Context: an optimization exercise on an open-source flow, tuned for small area. The choices shown serve that exercise and are no tape-out recipe. Only the layout flow was run in this run; the RTL was not checked for function there. Power and IR drop assume default switching activity.

--- flow/design.v ---
module p1load_sync (
    input  wire        clk,
    input  wire        rst,
    input  wire        cmd_valid,
    output wire        cmd_ready,
    input  wire [71:0] cmd_data,
    output wire        rsp_valid,
    output wire [2:0]  rsp_status,
    output reg  [31:0] rsp_data,
    output wire        trst_req,
    input  wire        trst_ack,
    output wire        tx_valid,
    input  wire        tx_ready,
    output wire [7:0]  tx_data,
    output wire        tx_last,
    output wire        rx_req,
    output wire [3:0]  rx_max,
    output wire [31:0] rx_timeout,
    input  wire        rx_valid,
    input  wire [7:0]  rx_data,
    input  wire        rx_last,
    input  wire        rx_empty,
    output wire        prog_valid,
    output wire [2:0]  prog_phase,
    output wire [31:0] prog_offset,
    output wire [31:0] prog_total,
    output wire [12:0] img_addr,
    input  wire [31:0] img_data,
    input  wire [31:0] img_len
);
    localparam [2:0] S_OK = 3'd0, S_TIMEOUT = 3'd1, S_ERROR = 3'd2,
                     S_PRECOND = 3'd3, S_ILLEGAL = 3'd4;
    localparam [1:0] SESS_READY = 2'd0, SESS_LINKED = 2'd1,
                     SESS_DONE = 2'd2, SESS_FAILED = 2'd3;
    localparam [7:0] OP_INIT = 8'h01, OP_READ_REG = 8'h02, OP_LFSR_SEED = 8'h03,
                     OP_LFSR_STEP = 8'h04, OP_APPEND_BYTE = 8'h05,
                     OP_APPEND_WORD = 8'h06, OP_FLUSH = 8'h07,
                     OP_RECEIVE_BIT = 8'h08, OP_HANDSHAKE = 8'h09,
                     OP_WAIT_FOR_ACK = 8'h0A, OP_LOAD_IMAGE = 8'h0B,
                     OP_SHUTDOWN = 8'h0C;
    localparam [2:0] O_NONE = 3'd0, O_WA = 3'd1, O_RR = 3'd2, O_HS = 3'd3,
                     O_STEP = 3'd4, O_RB = 3'd5, O_LI = 3'd6, O_SD = 3'd7;
    localparam [4:0]
        T_IDLE = 5'b00000,
        T_RESP = 5'b00001,
        T_HST  = 5'b00010,   
        T_HSR  = 5'b00011,   
        T_LT   = 5'b00100,   
        T_WAR  = 5'b00101,   
        T_RXA  = 5'b00110,   
        T_RXQ  = 5'b00111,   
        T_FLC  = 5'b01000,   
        T_SDF  = 5'b01001,   
        T_WAF  = 5'b01010,   
        T_HSF  = 5'b01011,   
        T_LF   = 5'b01100,   
        T_RB   = 5'b01101,   
        T_LCW  = 5'b01110,   
        T_LCP  = 5'b01111,   
        T_AB   = 5'b10000,   
        T_AW   = 5'b10001,   
        T_WAA  = 5'b10010,   
        T_HSB  = 5'b10011,   
        T_AS1  = 5'b10100,   
        T_AS2  = 5'b10101,
        T_AS3  = 5'b10110,
        T_WAW  = 5'b11000,   
        T_WKW  = 5'b11001,
        T_LKW  = 5'b11010,
        T_LIW  = 5'b11011,
        T_WAP  = 5'b11100,   
        T_WAK  = 5'b11101,   
        T_LKP  = 5'b11110,   
        T_LIP  = 5'b11111;   
    reg [7:0]  lfsr;
    reg [7:0]  version;
    reg [4:0]  txcur;
    reg [3:0]  rxcur;
    reg [3:0]  rxlen;
    reg [1:0]  hs;           
    reg [1:0]  sess;
    reg [2:0]  ls;           
    reg [7:0]  ring [0:15];
    reg [4:0]  tc;
    reg        fl;           
    reg        tv;
    reg [7:0]  th;
    reg [1:0]  win [0:7];
    reg [4:0]  st;
    reg [2:0]  op;
    reg [2:0]  ph;           
    reg [31:0] A;
    reg [13:0] sz;           
    reg [13:0] li;           
    reg [3:0]  aw_i;
    reg        k1;
    reg        bw, nz;
    reg        dbit;
    reg        pv;
    wire [7:0]  opc = cmd_data[7:0];
    wire [31:0] a0  = cmd_data[39:8];
    wire [31:0] a1  = cmd_data[71:40];
    wire [7:0] lfsr_next = {lfsr[6:0], lfsr[7] ^ lfsr[5] ^ lfsr[4] ^ lfsr[1]};
    wire z1 = (a1 == 32'd0);
    wire zh = (a0[31:8] == 24'd0);
    wire zm = (a0[7:2] == 6'd0);
    wire zl = (a0[1:0] == 2'd0);
    reg  mbz_bad;
    reg  allowed;
    always @(*) begin
        case (opc)
            OP_INIT, OP_LFSR_STEP, OP_FLUSH, OP_HANDSHAKE, OP_SHUTDOWN:
                mbz_bad = !(zh & zm & zl & z1);
            OP_READ_REG, OP_LFSR_SEED, OP_APPEND_BYTE:
                mbz_bad = !(zh & z1);
            OP_APPEND_WORD, OP_RECEIVE_BIT, OP_WAIT_FOR_ACK:
                mbz_bad = !z1;
            OP_LOAD_IMAGE:
                mbz_bad = !(zh & zm);
            default:
                mbz_bad = 1'b0;
        endcase
        case (opc)
            OP_INIT, OP_READ_REG:       allowed = 1'b1;
            OP_HANDSHAKE:               allowed = (sess == SESS_READY);
            OP_LOAD_IMAGE, OP_SHUTDOWN: allowed = (sess == SESS_LINKED);
            default:                    allowed = (sess != SESS_FAILED);
        endcase
    end
    wire illegal = (opc == 8'd0) || (opc > OP_SHUTDOWN) || mbz_bad ||
                   (opc == OP_READ_REG && a0[7:0] > 8'd8);
    wire load_bad = (a1[1:0] != 2'd0) || (a1[31:16] != 16'd0) ||
                    (a1[15] && a1[14:2] != 13'd0);
    wire len_hi   = (img_len[31:16] != 16'd0);
    wire full    = txcur[4];
    wire slot    = (tc[3:0] == txcur[3:0]);
    wire app_st  = (st[4:2] == 3'b100);
    wire fl_st   = (st[4:3] == 2'b01) && (!st[2] || st[1:0] == 2'b00);
    wire fl_need = (fl_st && txcur != 5'd0) || (app_st && full);
    wire inj     = app_st && !fl && !full && slot;
    wire tx_go   = tv && tx_ready;
    wire cap     = fl && !tv && (tc[3:0] == 4'd0);
    wire last   = (aw_i == 4'd10);
    wire hs_pat = (li[8:0] != 9'd0) && !li[8] && (li[7:0] <= 8'd250);
    reg [7:0] ibyte;
    always @(*) begin
        case (st[1:0])
            2'd0:    ibyte = A[7:0];
            2'd1:    ibyte = {1'b1, last | A[2], last, 1'b1, A[1], 1'b0, 1'b1, A[0]};
            2'd3:    ibyte = hs_pat ? {7'h7F, lfsr[0]} : 8'hF9;
            default: ibyte = 8'hF9;
        endcase
    end
    integer k;
    always @(posedge clk) begin
        ring[0] <= inj ? ibyte : ring[15];
        for (k = 1; k < 16; k = k + 1)
            ring[k] <= ring[k-1];
    end
    always @(posedge clk) begin
        if (cap)
            th <= ring[15];
        if (rst) begin
            tv <= 1'b0;
            fl <= 1'b0;
        end else begin
            if (cap)
                tv <= 1'b1;
            else if (tx_ready)
                tv <= 1'b0;
            if (!fl)
                fl <= fl_need;
            else if (tx_go && tx_last)
                fl <= 1'b0;
        end
    end
    assign tx_valid = tv;
    assign tx_data  = th;
    assign tx_last  = (txcur[4:1] == 4'd0);    
    wire sh = st[4] && st[2];
    reg kbit;
    always @(*) begin
        case (ph)
            3'd4:    kbit = (tc == 5'd4) || (tc == 5'd7) || (tc == 5'd8);   
            3'd5:    kbit = (tc == 5'd3) || (tc == 5'd6) || (tc == 5'd7);   
            default: kbit = (tc == 5'd4) || (tc == 5'd6);                   
        endcase
    end
    reg sin;
    always @(*) begin
        case (st[1:0])
            2'd1:    sin = kbit;
            2'd2:    sin = (tc < 5'd14) ? szb : 1'b0;
            2'd3:    sin = img_data[tc];
            default: sin = A[0] ^ bw;
        endcase
    end
    wire accept = (st == T_IDLE) && cmd_valid;
    always @(posedge clk) begin
        if (accept)
            A <= {a0[31:2], a0[1] | (opc == OP_HANDSHAKE), a0[0]};   
        else if (sh)
            A <= {sin, A[31:1]};
    end
    wire rb_take = (st == T_RB) && (rxcur != rxlen);
    wire rx_beat = (st == T_RXQ) && rx_valid && !rx_empty;
    wire wsh     = rb_take || rx_beat || ((st == T_RXA) && !rxcur[3]);
    always @(posedge clk) begin
        if (wsh) begin
            for (k = 0; k < 7; k = k + 1)
                win[k] <= win[k+1];
            win[7] <= {rx_data[7:1] == 7'h7F, rx_data[0]};
        end
    end
    assign cmd_ready  = (st == T_IDLE);
    assign rsp_valid  = (st == T_RESP);
    assign rsp_status = (op == O_RR) ? S_OK : ls;
    wire   szb = sz[tc[3:0]];
    wire   lnb = img_len[tc[3:0] + 5'd2];
    assign trst_req   = (st == T_HST);
    assign rx_req     = (st == T_RXQ) || (st == T_WAR);
    assign rx_max     = (st == T_WAR) ? 4'd1 : 4'd8;
    assign rx_timeout = (st == T_WAR) ? 32'd25 :
                        (op == O_HS)  ? ((ph == 3'd1) ? 32'd100 : 32'd50) : A;
    assign prog_valid  = pv;
    assign prog_phase  = ph;
    assign prog_offset = {17'd0, li[12:0], 2'd0};
    assign prog_total  = {16'd0, sz, 2'd0};
    assign img_addr    = li[12:0];
    always @(*) begin
        rsp_data = 32'd0;
        if (op[2:1] == 2'b01) begin
            case (A[3:0])
                4'd0: rsp_data = {23'd0, hs[1], ~hs[1] & hs[0], ~hs[1] & hs[0], hs[0], ls, sess};
                4'd1: rsp_data = {24'd0, lfsr};
                4'd2: rsp_data = {24'd0, version};
                4'd3: rsp_data = {27'd0, txcur};
                4'd4: rsp_data = {28'd0, rxcur};
                4'd5: rsp_data = {28'd0, rxlen};
                4'd6: rsp_data = 32'd16;
                4'd7: rsp_data = 32'd8;
                default: rsp_data = 32'd32768;
            endcase
        end else if (op[2:1] == 2'b10) begin
            rsp_data = {31'd0, dbit};
        end
    end
    wire rb_hit   = rb_take && win[0][1];
    wire rb_tmo   = (st == T_RXQ) && rx_valid && rx_empty;
    wire rb_fin   = rb_hit || rb_tmo;
    wire rb_bit   = rb_hit && win[0][0];
    wire wa_tmo   = (st == T_WAP) && (tc == 5'd31) && !(nz | sin);
    wire wa_ans   = (st == T_WAR) && rx_valid && !rx_empty;
    wire wa_fin   = wa_tmo || wa_ans;
    wire [2:0] wa_st = wa_tmo ? S_TIMEOUT : (rx_data == 8'hFE) ? S_OK : S_ERROR;
    wire clr = rst || (accept && !illegal && opc == OP_INIT);
    always @(posedge clk) begin
        if (rst)
            tc <= 5'd0;
        else
            tc <= tc + {4'd0, !cap};
    end
    always @(posedge clk) begin
        if (clr) begin
            txcur   <= 5'd0;
            rxcur   <= 4'd0;
            rxlen   <= 4'd0;
            lfsr    <= 8'h00;
            version <= 8'h00;
            hs      <= 2'd0;
            sess    <= SESS_READY;
        end
        if (rst) begin
            st <= T_IDLE;
            ls <= S_OK;
            pv <= 1'b0;
        end else begin
            pv <= 1'b0;
            if (tx_go)
                txcur <= txcur - 5'd1;
            else if (inj)
                txcur <= txcur + 5'd1;
            case (st)
                T_IDLE: begin
                    if (cmd_valid) begin
                        sz   <= a1[15:2];
                        li   <= 14'd0;
                        aw_i <= 4'd0;
                        k1   <= a0[1];
                        bw   <= 1'b0;
                        op   <= O_NONE;
                        st   <= T_RESP;
                        if (illegal) begin
                            ls <= S_ILLEGAL;
                        end else if (!allowed || (opc == OP_LOAD_IMAGE && load_bad)) begin
                            ls <= S_PRECOND;
                        end else begin
                            if (opc != OP_READ_REG)
                                ls <= S_OK;
                            case (opc)
                                OP_READ_REG:     op <= O_RR;
                                OP_LFSR_SEED:    lfsr <= a0[7:0];
                                OP_LFSR_STEP: begin
                                    lfsr <= lfsr_next;
                                    dbit <= lfsr[0];
                                    op   <= O_STEP;
                                end
                                OP_APPEND_BYTE:  st <= T_AB;
                                OP_APPEND_WORD:  st <= T_AW;
                                OP_FLUSH:        st <= T_FLC;
                                OP_RECEIVE_BIT: begin
                                    op <= O_RB;
                                    st <= T_RB;
                                end
                                OP_HANDSHAKE: begin
                                    op <= O_HS;
                                    ph <= 3'd0;
                                    pv <= 1'b1;
                                    st <= T_HST;
                                end
                                OP_WAIT_FOR_ACK: begin
                                    op <= O_WA;
                                    st <= T_WAW;
                                end
                                OP_LOAD_IMAGE: begin
                                    op <= O_LI;
                                    ph <= 3'd0;
                                    st <= T_LCW;
                                end
                                OP_SHUTDOWN: begin
                                    op <= O_SD;
                                    st <= T_AW;
                                end
                                default: ;   
                            endcase
                        end
                    end
                end
                T_RESP: begin
                    if (op == O_RR)
                        ls <= S_OK;
                    st <= T_IDLE;
                end
                T_AB: if (inj) st <= T_RESP;
                T_AW: begin
                    if (inj) begin
                        if (last) begin
                            aw_i <= 4'd0;
                            case (op)
                                O_SD: st <= T_SDF;
                                O_LI: begin
                                    if (ph == 3'd0) begin
                                        ph <= 3'd1;
                                        st <= T_LKW;
                                    end else if (ph == 3'd1) begin
                                        ph <= 3'd4;
                                        st <= T_LT;
                                    end else begin
                                        li <= li + 14'd1;
                                        st <= T_LT;
                                    end
                                end
                                default: st <= T_RESP;
                            endcase
                        end else begin
                            st <= T_AS1;
                        end
                    end
                end
                T_AS1: st <= T_AS2;
                T_AS2: st <= T_AS3;
                T_AS3: begin
                    aw_i <= aw_i + 4'd1;
                    st   <= T_AW;
                end
                T_FLC: if (txcur == 5'd0) st <= T_RESP;
                T_SDF: begin
                    if (txcur == 5'd0) begin
                        sess <= SESS_DONE;
                        st   <= T_RESP;
                    end
                end
                T_RB: begin
                    if (rxcur == rxlen) begin
                        rxcur <= 4'd0;
                        rxlen <= 4'd0;
                        st    <= T_RXQ;
                    end else begin
                        rxcur <= rxcur + 4'd1;
                    end
                end
                T_RXQ: begin
                    if (rx_beat) begin
                        rxcur <= rxcur + 4'd1;
                        rxlen <= rxlen + 4'd1;
                        if (rx_last)
                            st <= T_RXA;
                    end
                end
                T_RXA: begin
                    if (rxcur[3]) begin
                        rxcur <= 4'd0;
                        st    <= T_RB;
                    end else begin
                        rxcur <= rxcur + 4'd1;
                    end
                end
                T_WAW, T_WKW, T_LKW, T_LIW: begin
                    nz <= 1'b0;
                    if (tc == 5'd31)
                        st <= {3'b111, st[1:0]};
                end
                T_WAP: begin
                    nz <= nz | sin;
                    bw <= bw & ~A[0];
                    if (tc == 5'd31 && (nz | sin))
                        st <= T_WAA;
                end
                T_WAK: if (tc == 5'd31) st <= T_WAA;
                T_WAA: if (inj) st <= T_WAF;
                T_WAF: if (txcur == 5'd0) st <= T_WAR;
                T_WAR: begin
                    if (rx_valid && rx_empty) begin
                        bw <= 1'b1;
                        st <= T_WAW;
                    end
                end
                T_HST: begin
                    if (trst_ack) begin
                        lfsr <= 8'h50;
                        st   <= T_HSB;
                    end
                end
                T_HSB: begin
                    if (inj) begin
                        if (hs_pat)
                            lfsr <= lfsr_next;
                        li <= li + 14'd1;
                        if (li[8:2] == 7'h7F)    
                            st <= T_HSF;
                    end
                end
                T_HSF: begin
                    if (txcur == 5'd0) begin
                        ph <= 3'd1;
                        pv <= 1'b1;
                        li <= 14'd0;
                        st <= T_HSR;
                    end
                end
                T_HSR: begin
                    if (ph == 3'd1 && li[7:3] == 5'h1F && li[1]) begin    
                        ph <= 3'd2;
                        pv <= 1'b1;
                        li <= 14'd0;
                    end else if (ph == 3'd2 && li[3]) begin    
                        ph   <= 3'd3;
                        pv   <= 1'b1;
                        li   <= 14'd0;
                        hs   <= 2'd1;
                        sess <= SESS_LINKED;
                        st   <= T_RESP;
                    end else begin
                        st <= T_RB;
                    end
                end
                T_LKP, T_LIP: if (tc == 5'd31) st <= T_AW;
                T_LCW: begin
                    nz <= 1'b0;
                    if (tc == 5'd31)
                        st <= T_LCP;
                end
                T_LCP: begin
                    nz <= szb ? (!lnb || nz) : (!lnb && nz);
                    if (tc[3:0] == 4'd14) begin
                        if (nz && !len_hi) begin
                            ls <= S_PRECOND;
                            st <= T_RESP;
                        end else begin
                            st <= T_AW;
                        end
                    end
                end
                T_LT: begin
                    if (li == sz) begin
                        li <= 14'd0;
                        st <= T_LF;
                    end else begin
                        if (li[7:0] == 8'd0)
                            pv <= 1'b1;
                        st <= T_LIW;
                    end
                end
                T_LF:  if (txcur == 5'd0) st <= T_WKW;
                default: st <= T_IDLE;
            endcase
            if (rb_fin) begin
                if (op == O_RB) begin
                    dbit <= rb_bit;
                    if (rb_tmo) begin
                        ls   <= S_TIMEOUT;
                        sess <= SESS_FAILED;
                    end
                    st <= T_RESP;
                end else if (ph == 3'd1) begin
                    if (rb_tmo) begin
                        hs   <= 2'd3;
                        ls   <= S_TIMEOUT;
                        sess <= SESS_FAILED;
                        st   <= T_RESP;
                    end else begin
                        lfsr <= lfsr_next;
                        if (rb_bit != lfsr[0]) begin
                            hs   <= 2'd2;
                            ls   <= S_ERROR;
                            sess <= SESS_FAILED;
                            st   <= T_RESP;
                        end else begin
                            li <= li + 14'd1;
                            st <= T_HSR;
                        end
                    end
                end else begin
                    if (rb_tmo) begin
                        hs      <= 2'd3;
                        ls      <= S_TIMEOUT;
                        sess    <= SESS_FAILED;
                        version <= 8'h00;
                        st      <= T_RESP;
                    end else begin
                        version <= {rb_bit, version[7:1]};
                        li      <= li + 14'd1;
                        st      <= T_HSR;
                    end
                end
            end
            if (wa_fin) begin
                if (wa_st != S_OK) begin
                    ls   <= wa_st;
                    sess <= SESS_FAILED;
                    st   <= T_RESP;
                end else if (op == O_LI) begin
                    pv <= 1'b1;
                    if (ph == 3'd4 && k1) begin
                        ph <= 3'd5;
                        st <= T_WKW;
                    end else if (ph == 3'd5) begin
                        ph <= 3'd6;
                        st <= T_WKW;
                    end else begin
                        ph   <= 3'd7;
                        sess <= SESS_DONE;
                        st   <= T_RESP;
                    end
                end else begin
                    st <= T_RESP;
                end
            end
        end
    end
endmodule
--- flow/flow/run.sh ---
#!/bin/bash
# Layout flow: the standard ORFS flow (standard.sh) with
# - synthesis as standard.sh runs it, but with an area-oriented ABC script
#   (flow/abc_area.script) in place of ORFS's delay-oriented one; registers
#   are mapped exactly as in the standard synthesis;
# - small port buffers (buf_1);
# - a clock tree of small clock buffers in small clusters, without dummy loads.
# Each tool's output goes to a log file in this folder.
set -euo pipefail
here=$(pwd)
rm -rf scripts_area
cp -r "$FLOW_HOME/scripts" scripts_area
cp flow/abc_area.script scripts_area/abc_speed.script
bash standard.sh synth "SCRIPTS_DIR=$here/scripts_area" > synth.log 2>&1
bash standard.sh finish \
  "BUFFER_PORTS_ARGS=-buffer_cell sky130_fd_sc_hd__buf_1" \
  "CTS_ARGS=-sink_clustering_enable -repair_clock_nets -dont_use_dummy_load -buf_list sky130_fd_sc_hd__clkbuf_4 -sink_clustering_size 8 -sink_clustering_max_diameter 50" \
  > finish.log 2>&1
--- flow/flow/abc_area.script ---
strash
dch -f
map -a
mfs2
strash
dch -f
map -a
mfs2
strash
dch -f
map -a
topo
--- flow/standard.sh ---
#!/bin/bash
# synth_recipe.tcl (not shown) runs the flow's synth.tcl, then flattens the netlist and writes it again
# the make line also repeats each setting of config.mk as NAME=value (left out here)
make -C /OpenROAD-flow-scripts/flow DESIGN_CONFIG=/design/flow/config.mk WORK_HOME=/design/flow/orfs CLKGATE_MAP_FILE= SYNTH_SCRIPT=/design/flow/synth_recipe.tcl "${@:-finish}"
--- flow/config.mk ---
export PLATFORM = sky130hd
export DESIGN_NAME = p1load_sync
export DESIGN_NICKNAME = p1load_sync
export VERILOG_FILES = /design/flow/design.v
export SDC_FILE = /design/flow/constraint.sdc
export NUM_CORES = 4
export LEC_CHECK = 0
export CAP_MARGIN = 20
export CORE_MARGIN = 2
export CORE_UTILIZATION = 55
export SLEW_MARGIN = 20
--- flow/constraint.sdc ---
create_clock -name core_clock -period 8.0 [get_ports {clk}]
set_input_delay 1.6000 -clock core_clock [delete_from_list [all_inputs] [get_ports {clk}]]
set_output_delay 1.6000 -clock core_clock [all_outputs]
set_load 0.01 [all_outputs]
==> run notes <==
fin crit share 0.679; Highest Clock Rate 0.184 GHz; routability cong. 0.979; Buffers on Ports 254; row count 55; critical path capture point type primary output; Initial DRC Count roughly 1000; most frequent cells in the layout 253 x buf_1, 240 x nor2_1, 207 x clkinv_1; status finished clean; final worst slack 2560 ps; unique cell type count in the Yosys netlist 40; drt pass-1 iters 6; setup bufs post-CTS 0; Layout area overhead 10.5%; antenna violations before repair 1; grt ovf 0; Sink Count 275; final wirelength between 30000 and 40000 um; Root Buffer clkbuf_4; Worst Path Buf+Inv 5; Slowest cell on crit path nand2_1; Critical Path Max Stage Delay 720 ps; WL/cell 18.8 um; sequential cell area fraction in the yosys report 0.511; setup violators final 0; PwrDens about 280 nW/um2; Die Footprint 24300 um2; post-layout net count 1941; Yosys reg bits approximately 280; Core Area 22600 um2; Crit path max-delay family buffers and inverters; H-Tree Level Count 2; final period demand of the worst path 5440 ps; FILL cells about 2100; Peak VDD IR 0.167 mV; HP Class flop to flop; Remaining DRCs 0; Final Hold Violating Endpoints 0; Setup CP Type flop to primary output; number of flops mapped to enable cells by yosys 98; Lkg Pwr ~5 nW; I/O pin cnt roughly 320; synthesis warning total 3; initial core utilization 0.560; most used flip-flop cell after synthesis dfxtp_1; RSZ-0062 raised after global routing false; Routed Antenna Nets 0; Post-CTS Resized 0; startpoint types flop; Final Max Tran Viols 0; most common cell after layout, fill and taps aside buf_1; Crit path arrival time 3840 ps; die boundary width 156 um; first-pass GRT wire length 59100 um; max-cap viol count 0; Synth Cell Area 12700 um2; dpl ws 2390 ps; Die Y 156 um; DR vias roughly 12000; Slew headroom 0.355; dpl hpwl 29300 um; Final Power roughly 4 mW; layout cells sized above 1 0.0395; worst endpoint required time 6400 ps; clock buffer count from CTS 43; clock slew at reported path FFs 100 ps; vias in the first global route ~11000; Syn Inst Count 1485; cell breakdown of the critical path clkinv_1, nor2_1, clkinv_1, nor2_1, buf_4, clkinv_1, nand2_1, nor2_1, buf_1; setup TNS 0 ps; mean area per synthesized cell roughly 8.5 um2; fraction of registers with async set or reset after synthesis 0; Slew @ Worst Pin 944 ps; CP max FO 25; Worst-Skew Late Latency 700 ps; overall routing resource usage 0.314; CTS Hold Buffers Added 0; largest net degree at the start of global routing 64; CTS tree done; routed vias/inst about 5.7; Max clock buf depth 3; clock skew 66.3 ps
==> state kept, by name (all words and copies together) (netlist names), 3 cells and up <==
name / count
rxlen: 4
version: 8
tc: 5
txcur: 5
li: 14
op: 3
st: 5
rxcur: 4
aw_i: 4
th: 8
ls: 3
ring: 128
sz: 14
win: 16
lfsr: 8
A: 32
ph: 3
==> per-layer routing <==
| layer | global-route usage | part of all wire | vias to the layer above |
|---|---|---|---|
| li1 | - | - | 5589 |
| met1 | 0.420 | 0.42 | 5508 |
| met2 | 0.511 | 0.46 | 579 |
| met3 | 0.0622 | 0.088 | 88 |
| met4 | 0.111 | 0.029 | 0 |
| met5 | 0 | 0 | - |
==> synth_stat cells, types with 5 or more instances <==
master     instances  share of area
o21ai_0          123          0.049
a2111oi_0          5         0.0035
ha_1              17          0.017
nor2_1           241          0.071
a31oi_1           32          0.016
o211ai_1           7         0.0041
a221oi_1           9         0.0062
nor3_1            50          0.020
nand4_1           22          0.011
xnor2_1           11         0.0076
nor4_1            27          0.013
buf_4             87          0.051
a22oi_1           30          0.018
a21oi_1           68          0.027
dfxtp_1          177           0.28
edfxtp_1          98           0.23
o31ai_1            5         0.0030
nand3_1           25         0.0099
o22ai_1           28          0.014
a211oi_1           7         0.0041
o32ai_1            8         0.0055
clkinv_1         207          0.061
xor2_1            16          0.011
nand2_1          154          0.046
==> through the flow <==
| stage | area, um2 | hold slack (ps) | cells | util |
|---|---|---|---|---|
| 2_1_floorplan | 12900 | 310 | 1545 | - |
| 3_3_place_gp | 13700 | 310 | 2012 | 0.605 |
| 3_5_place_dp | 13700 | 312 | 2012 | 0.605 |
| 4_1_cts | 14000 | 304 | 2055 | 0.619 |
| 5_1_grt | 14000 | 289 | 2056 | 0.619 |
| 6_report | 14000 | 295 | 2056 | 0.619 |
==> logic make-up (layout without fill, tap and decap cells) <==
| group | Yosys count | after routing | share of synthesized area |
|---|---|---|---|
| compound gates | 342 | 342 | 0.163 |
| xor+xnor | 27 | 27 | 0.0186 |
| other cells | 1 | 62 | 0.000296 |
| buf+inv | 294 | 519 | 0.113 |
| fa+ha+maj | 17 | 17 | 0.0168 |
| flops | 275 | 275 | 0.511 |
| simple gates | 529 | 529 | 0.177 |
==> layout make-up <==
type | instances | area [um2] | share of cell area
sequential | 275 | 6490 | 0.463
timing repair buffer | 269 | 1070 | 0.0761
tap | 285 | 357 | 0.0254
clock buffer | 43 | 323 | 0.0230
inverter | 207 | 777 | 0.0554
antenna | 1 | 2.50 | 0.000179
multi-input combinational | 976 | 5000 | 0.357
==> report_power, final <==
part	total [mW]	internal (mW)	switching (mW)
Combinational	1.18	0.362	0.820
Sequential	2.11	1.89	0.216
Clock	0.701	0.247	0.454
Total	3.99	2.50	1.49
==> path summary, 6_finish.rpt <==
kind / start / endpoint / slack (ps) / cells after the start
worst max-delay path: st[0] / rx_timeout[14] / 2560 / 9
worst min-delay path: ring[5][5] / ring[6][5] / 290 / 0
worst max register to register: tc[1] / ph[0] / 2860 / 16
worst min register to register: ring[5][5] / ring[6][5] / 290 / 0

==> re-timing with driven ports <==
No port has a modelled driver above. Below, the same layout with a new extraction and two added sets of constraints.
Step 1 (the two cells are an assumption about what drives the block):
set clk [get_ports {clk}]
set_driving_cell -lib_cell sky130_fd_sc_hd__clkbuf_16 $clk
set_driving_cell -lib_cell sky130_fd_sc_hd__buf_2 [delete_from_list [all_inputs] $clk]
Step 2 moves the port delays by t, midway between the first and last clock arrival at a register: inputs arrive t later, outputs are due t later. That takes back most of the time a late clock gives input paths.
Three values: ideal, step 1, step 2; two values: the first two.
t, ns: 0.709
slack for setup (ns): 2.565 / 2.521 / 2.160
hold WS [ns]: 0.295 / 0.295 / 0.295
After both steps this run still meets setup and hold. The setup slack of this run moves by -0.044 ns with the drivers and by -0.405 ns with both steps.
